Context: an optimization exercise on an open-source flow, tuned for small area, a short achievable clock period and few clock cycles per item. The choices shown serve that exercise and are no tape-out recipe.
The RTL was checked by simulation tests, not by an equivalence proof against the original design.
Power figures rest on the tool's default switching activity, not on a simulated workload.

==> design/flow/design.v <==
module ntsc_scf (
    input  wire         clk,
    input  wire         rst,
    input  wire         in_valid,
    output wire         in_ready,
    input  wire [7:0]   in_sample,
    input  wire         in_foff,
    output wire [9:0]   kt_addr,
    input  wire [671:0] kt_data,
    output reg          out_valid,
    input  wire         out_ready,
    output reg  [167:0] out_pix
);
    localparam IN_W     = 256;
    localparam N_COLS   = IN_W + 8;      
    localparam TAPS     = 14;
    localparam WIN      = 21;            
    localparam AW       = 19;            
    reg  [8:0] col;                      
    reg  [1:0] col_j;                    
    reg  [1:0] ph_q;                     
    reg  [7:0] last_sample;
    wire       first_col = (col == 9'd0);
    wire       from_in   = (col <= 9'd258);            
    wire       consume   = (col >= 9'd3) && from_in;   
    wire [7:0] sample    = from_in ? in_sample : last_sample;
    wire [1:0] ph        = first_col ? {1'b0, in_foff} : ph_q;
    wire       out_free  = !out_valid || out_ready;
    wire       issue     = (!from_in || in_valid) && (col_j != 2'd2 || out_free);
    assign in_ready = consume && (col_j != 2'd2 || out_free);
    assign kt_addr  = {sample, ph};
    always @(posedge clk) begin
        if (rst) begin
            col   <= 9'd0;
            col_j <= 2'd0;
            ph_q  <= 2'd0;
        end else if (issue) begin
            col   <= (col == N_COLS - 1) ? 9'd0 : col + 9'd1;
            col_j <= (col_j == 2'd2) ? 2'd0 : col_j + 2'd1;
            ph_q  <= (ph == 2'd2) ? 2'd0 : ph + 2'd1;
            if (col == 9'd258)
                last_sample <= in_sample;
        end
    end
    reg        s1_v;
    reg  [1:0] s1_j;
    reg        s1_clr;                   
    reg        s1_emit;                  
    always @(posedge clk) begin
        if (rst) begin
            s1_v <= 1'b0;
        end else begin
            s1_v    <= issue;
            s1_j    <= col_j;
            s1_clr  <= first_col;
            s1_emit <= (col_j == 2'd2) && (col >= 9'd8);
        end
    end
    reg  signed [AW-1:0] acc_r [0:WIN-1];
    reg  signed [AW-1:0] acc_g [0:WIN-1];
    reg  signed [AW-1:0] acc_b [0:WIN-1];
    function signed [AW-1:0] tap_r(input integer t);
        tap_r = {{(AW-16){kt_data[48*t+47]}}, kt_data[48*t+32 +: 16]};
    endfunction
    function signed [AW-1:0] tap_g(input integer t);
        tap_g = {{(AW-16){kt_data[48*t+31]}}, kt_data[48*t+16 +: 16]};
    endfunction
    function signed [AW-1:0] tap_b(input integer t);
        tap_b = {{(AW-16){kt_data[48*t+15]}}, kt_data[48*t +: 16]};
    endfunction
    reg  signed [AW-1:0] add_r [0:WIN-1];
    reg  signed [AW-1:0] add_g [0:WIN-1];
    reg  signed [AW-1:0] add_b [0:WIN-1];
    reg  signed [AW-1:0] nxt_r [0:WIN-1];
    reg  signed [AW-1:0] nxt_g [0:WIN-1];
    reg  signed [AW-1:0] nxt_b [0:WIN-1];
    integer k;
    always @(*) begin
        for (k = 0; k < WIN; k = k + 1) begin
            add_r[k] = {AW{1'b0}};
            add_g[k] = {AW{1'b0}};
            add_b[k] = {AW{1'b0}};
            case (s1_j)
                2'd0: if (k >= 1 && k < 1 + TAPS) begin
                    add_r[k] = tap_r(k - 1); add_g[k] = tap_g(k - 1); add_b[k] = tap_b(k - 1);
                end
                2'd1: if (k >= 3 && k < 3 + TAPS) begin
                    add_r[k] = tap_r(k - 3); add_g[k] = tap_g(k - 3); add_b[k] = tap_b(k - 3);
                end
                default: if (k >= 5 && k < 5 + TAPS) begin
                    add_r[k] = tap_r(k - 5); add_g[k] = tap_g(k - 5); add_b[k] = tap_b(k - 5);
                end
            endcase
            nxt_r[k] = (s1_clr ? {AW{1'b0}} : acc_r[k]) + add_r[k];
            nxt_g[k] = (s1_clr ? {AW{1'b0}} : acc_g[k]) + add_g[k];
            nxt_b[k] = (s1_clr ? {AW{1'b0}} : acc_b[k]) + add_b[k];
        end
    end
    function [7:0] quant(input signed [AW-1:0] a);
        reg signed [AW:0] s;
        begin
            s = ($signed({a[AW-1], a}) + 32) >>> 6;
            if (s < 0)
                quant = 8'd0;
            else if (s > 255)
                quant = 8'd255;
            else
                quant = s[7:0];
        end
    endfunction
    always @(posedge clk) begin
        if (s1_v) begin
            for (k = 0; k < WIN; k = k + 1) begin
                if (s1_j == 2'd2) begin
                    acc_r[k] <= (k + 7 < WIN) ? nxt_r[(k + 7) % WIN] : {AW{1'b0}};
                    acc_g[k] <= (k + 7 < WIN) ? nxt_g[(k + 7) % WIN] : {AW{1'b0}};
                    acc_b[k] <= (k + 7 < WIN) ? nxt_b[(k + 7) % WIN] : {AW{1'b0}};
                end else begin
                    acc_r[k] <= nxt_r[k];
                    acc_g[k] <= nxt_g[k];
                    acc_b[k] <= nxt_b[k];
                end
            end
        end
    end
    always @(posedge clk) begin
        if (rst) begin
            out_valid <= 1'b0;
        end else if (s1_v && s1_emit) begin
            out_valid <= 1'b1;
        end else if (out_ready) begin
            out_valid <= 1'b0;
        end
    end
    always @(posedge clk) begin
        if (s1_v && s1_emit) begin
            for (k = 0; k < 7; k = k + 1)
                out_pix[24*k +: 24] <= {quant(nxt_r[k]), quant(nxt_g[k]), quant(nxt_b[k])};
        end
    end
endmodule
==> design/flow/run.sh <==
#!/bin/bash
# synth_recipe.tcl (not shown) runs the flow's synth.tcl, then flattens the netlist and writes it again
# the make line also repeats each setting of config.mk as NAME=value (left out here)
make -C /OpenROAD-flow-scripts/flow DESIGN_CONFIG=/design/flow/config.mk WORK_HOME=/design/flow/orfs CLKGATE_MAP_FILE= SYNTH_SCRIPT=/design/flow/synth_recipe.tcl finish
==> design/flow/config.mk <==
export PLATFORM = sky130hd
export DESIGN_NAME = ntsc_scf
export DESIGN_NICKNAME = ntsc_scf
export VERILOG_FILES = /design/flow/design.v
export SDC_FILE = /design/flow/constraint.sdc
export NUM_CORES = 4
export LEC_CHECK = 0
export CAP_MARGIN = 20
export CORE_MARGIN = 2
export CORE_UTILIZATION = 40
export SLEW_MARGIN = 20
==> design/flow/constraint.sdc <==
create_clock -name core_clock -period 6.0 [get_ports {clk}]
set_input_delay 1.2000 -clock core_clock [delete_from_list [all_inputs] [get_ports {clk}]]
set_output_delay 1.2000 -clock core_clock [all_outputs]
set_load 0.01 [all_outputs]
==> results.py <==
metrics = {
    "run_status": {
        "outcome": "no timing/DRC/antenna violations",
    },
    "sta": {
        "layout_setup_ws_ns": 0.5083,
        "finalHoldViolCount": 0,
        "hold_slack_ns": 0.5062,
        "finalClockSkew_ns": 0.08389,
        "rsz0062_at_grt": "false",
        "timing.final.max_slew_violations": 0,
        "setup_violations": 0,
        "fmax_ghz": 0.1821,
        "finalSetupTns_ns": 0,
        "min_period_ns": 5.492,
        "tightest_slew_ns": 1.175,
        "relSlewSlack_pct": 21.15,
        "fin_crit_sh_pct": 91.53,
    },
    "worst_setup_path": {
        "endpoint_kind": "flip-flop",
        "path_class": "reg2reg",
        "crit-reg2reg-launch": "s1_j[1]$_DFFE_PN_",
        "critical_path.max_fanout": 114,
        "arrival_ns": 6.10,
        "start_kind": "flip-flop",
        "crit_required_ns": 6.61,
        "startpoint": "s1_j[1]$_DFFE_PN_",
    },
    "clock_network": {
        "ctsResizeCount": 0,
        "clockBufferDepth": 4,
        "cts_sinks": 1377,
        "clockRootBuffer": "clkbuf_16",
        "cts.reportedPaths.clkPinSlew_ns": 0.06,
        "ctsHoldBuffers": 0,
        "numCtsBuffers": 183,
        "post_cts_buffers": 0,
        "htree_levels": 4,
        "tritoncts": "yes",
        "clock_latency_ns": 0.90,
    },
    "power": {
        "leakagePower_nw": 57.56,
        "p_int_mw": 23.54,
        "power_frac_clock_pct": 30.4,
        "sw_frac_of_total_pct": 35.50,
        "ir_worst_vdd_uv": 223.9,
        "cellPowerDensity_nw_per_um2": 260.3,
        "share_seq_of_total_power_pct": 33.3,
        "power_mw": 36.51,
        "p_sw_mw": 12.96,
        "combPwrFrac_pct": 36.3,
    },
    "yosys": {
        "yosysSeqAreaShare_pct": 34.79,
        "async_flop_share_pct": 0,
        "synth-seq-cells": 1377,
        "syn_area_per_cell_sq_um": 8.811,
        "syn-num-nets": 15180,
        "synth_top_flop_cell": "edfxtp_1",
        "yosysUniqueCellTypes": 101,
        "ys.warnings.count": 10,
        "netlist_area_sq_um": 118400,
        "synthCells": 13440,
        "synth-edff-count": 1362,
    },
    "drt": {
        "vias": 105100,
        "drt-total-wl_um": 462500,
        "firstDrtPassIters": 8,
        "drc": 0,
        "drtIter0Drc": 11310,
        "wl_per_cell_um": 24.98,
        "vias_per_cell": 5.674,
        "ant_nets": 0,
    },
    "cells_and_area": {
        "post-route-util_pct": 47.65,
        "area_growth_pct": 18.42,
        "layout.nets": 16150,
        "design_area_sq_um": 140200,
        "final_cells": 18510,
        "drive_gt1_share_pct": 6.301,
    },
    "floorplanning": {
        "rows": 199,
        "die_area_sq_um": 300500,
        "die_h_um": 548.1,
        "core_sq_um": 294300,
        "start_util_pct": 40.24,
        "die_x_um": 548.1,
        "ios": 865,
    },
    "place": {
        "place_congestion": 1.027,
        "post_dp_cell_area_sq_um": 134300,
        "place_ws_ns": 0.01659,
        "dp_hpwl_um": 363300,
        "post-place-cells": 18140,
        "portBuffers": 864,
    },
    "min_path": {
        "hp-class": "reg2reg",
        "hold_start": "ph_q[1]$_SDFFE_PP0P_",
    },
    "run": {
        "drv_cap": 0,
    },
    "global_route": {
        "antenna_found_initial": 72,
        "grt_pass1_vias": 97780,
        "grt_pass1_wl_um": 662500,
        "grt_usage_pct": 29.63,
        "grt-ovfl-total": 0,
        "grt_start_max_net_pins": 175,
    },
}
## per-layer routing
layer  vias up  part of all wire, %  global-route usage, %
met5         -                0.056                      0
met4        40                  4.9                  13.39
met3       751                  8.5                  5.365
met2      4162                   43                  44.57
met1     50280                   44                  41.27
li1      49820                    -                      -
## final cells by class
class	instances	area [sq um]
Clock buffer	235	4922
Sequential cell	1377	41200
Antenna cell	41	102.6
Timing Repair Buffer	1383	13210
Multi-Input combinational cell	11140	73790
Clock inverter	94	887.1
Inverter	327	1235
Tap cell	3919	4903
Fill cell	28320	154100
## Yosys cell counts, drive strengths merged (18+ instances only)
cell        n  area share [%]
mux2i     630             5.3
clkbuf    522             1.7
and2      329             1.7
a211o      18            0.13
a21oi     882             3.8
a31oi      74            0.40
a21o      250             1.6
o21ai    1248             5.3
o21bai    121            0.77
inv       327             1.0
nand2b    113            0.60
nand4      61            0.33
a21boi     34            0.22
buf        78            0.25
nand2    1873             5.9
nor2b    1118             5.9
fa         54            0.91
edfxtp   1362              35
a211oi     38            0.25
a2111oi    18            0.14
o211ai     41            0.28
a22o       92            0.68
nor2      946             3.0
o41ai      33            0.25
or2        46            0.24
nor3      223            0.95
o31ai      30            0.19
mux2       28            0.27
xnor2     721             5.3
and3      101            0.53
ha        996              11
or3        82            0.45
a41oi      33            0.24
xor2      346             2.6
nand3     194            0.82
o21a       85            0.54
nor4       31            0.18
## final timing paths
path	endpoint	slack, ns	cells after the start
setup reg to reg	out_pix[100]$_SDFFCE_PN0P_	0.51	17
hold reg to reg	ph_q[1]$_SDFFE_PP0P_	0.51	2
hold / removal	ph_q[1]$_SDFFE_PP0P_	0.51	2
setup / recovery	out_pix[100]$_SDFFCE_PN0P_	0.51	17
## state kept, by name (all words and copies together) (netlist names)
register,count
s1_clr,1
col_j,2
acc_g,394
out_pix,168
col,9
out_valid,1
ph_q,2
last_sample,8
acc_r,394
s1_emit,1
s1_v,1
acc_b,394
s1_j,2
## cells in the final DEF (no fill, tap or decap), types with 466 or more instances in the layout
master / n
nand2_1: 1871
edfxtp_1: 1362
o21ai_0: 1218
nor2b_1: 1116
ha_1: 996
nor2_1: 944
a21oi_1: 872
clkdlybuf4s50_1: 864
xnor2_1: 719
mux2i_1: 629
buf_4: 466
## worst max-delay path, cell delays in order, from the launching register on
cell and delay [ns]:
edfxtp_1 0.38, buf_12 0.23, buf_12 0.35, nor2_1 0.25, ha_1 0.35, fa_1 0.49, a21o_1 0.21, a21oi_1 0.29
o21ai_0 0.22, a21oi_1 0.28, o21ai_0 0.25, a211o_1 0.31, a21o_1 0.19, xnor2_1 0.13, or4_1 0.48, a2bb2oi_1 0.17
nor2_2 0.27, a21oi_1 0.13
## kinds of logic (layout without fill, tap and decap cells)
kind of cell               count (synthesis)  in the layout  synth area share (%)
and+or+nand+nor                         5188           5188                 21.18
AOI/OAI and AO/OA                       3175           3175                 16.15
DFF                                     1377           1377                 34.79
xor gates and xnor gates                1067           1067                 7.903
adders and majority gates               1050           1050                 11.44
buffers and inverters                    927           2039                 2.943
muxes                                    658            658                 5.601
other                                      0             41                     0
## power by group through the flow
stage          Sequential [mW]  Clock (mW)  Combinational (mW)
3_5_place_dp              12.3           0                13.0
5_1_grt                   12.2        11.6                14.5
4_1_cts                   12.1        11.2                13.1
3_3_place_gp              12.3           0                12.9
2_1_floorplan             12.5           0                8.36
6_report                  12.1        11.1                13.3
Testbench counts, summed over its fixed seeds: cycles 16,912, pixels 38,528.

==> re-timing with driven ports <==
No port has a modelled driver above. Below, the same layout with a new extraction and two added sets of constraints.
Step 1 (the two cells are an assumption about what drives the block):
set clk [get_ports {clk}]
set_driving_cell -lib_cell sky130_fd_sc_hd__clkbuf_16 $clk
set_driving_cell -lib_cell sky130_fd_sc_hd__buf_2 [delete_from_list [all_inputs] $clk]
Step 2 moves the port delays by t, midway between the first and last clock arrival at a register: inputs arrive t later, outputs are due t later. That takes back most of the time a late clock gives input paths.
Slacks: ideal / step 1 / step 2; pairs: ideal / step 1.
t, ns: 0.976
setup slack, ns: 0.508 / 0.508 / -0.085
worst setup path after step 2: input to register
worst register clock-pin slew, ns: 0.07 / 0.07
cell pins on the clock port's net: 1
With both steps, setup timing fails in this run, where it was met with ideal ports. For this run, drivers alone change the setup slack by 0.000 ns; drivers and shift together by -0.593 ns.
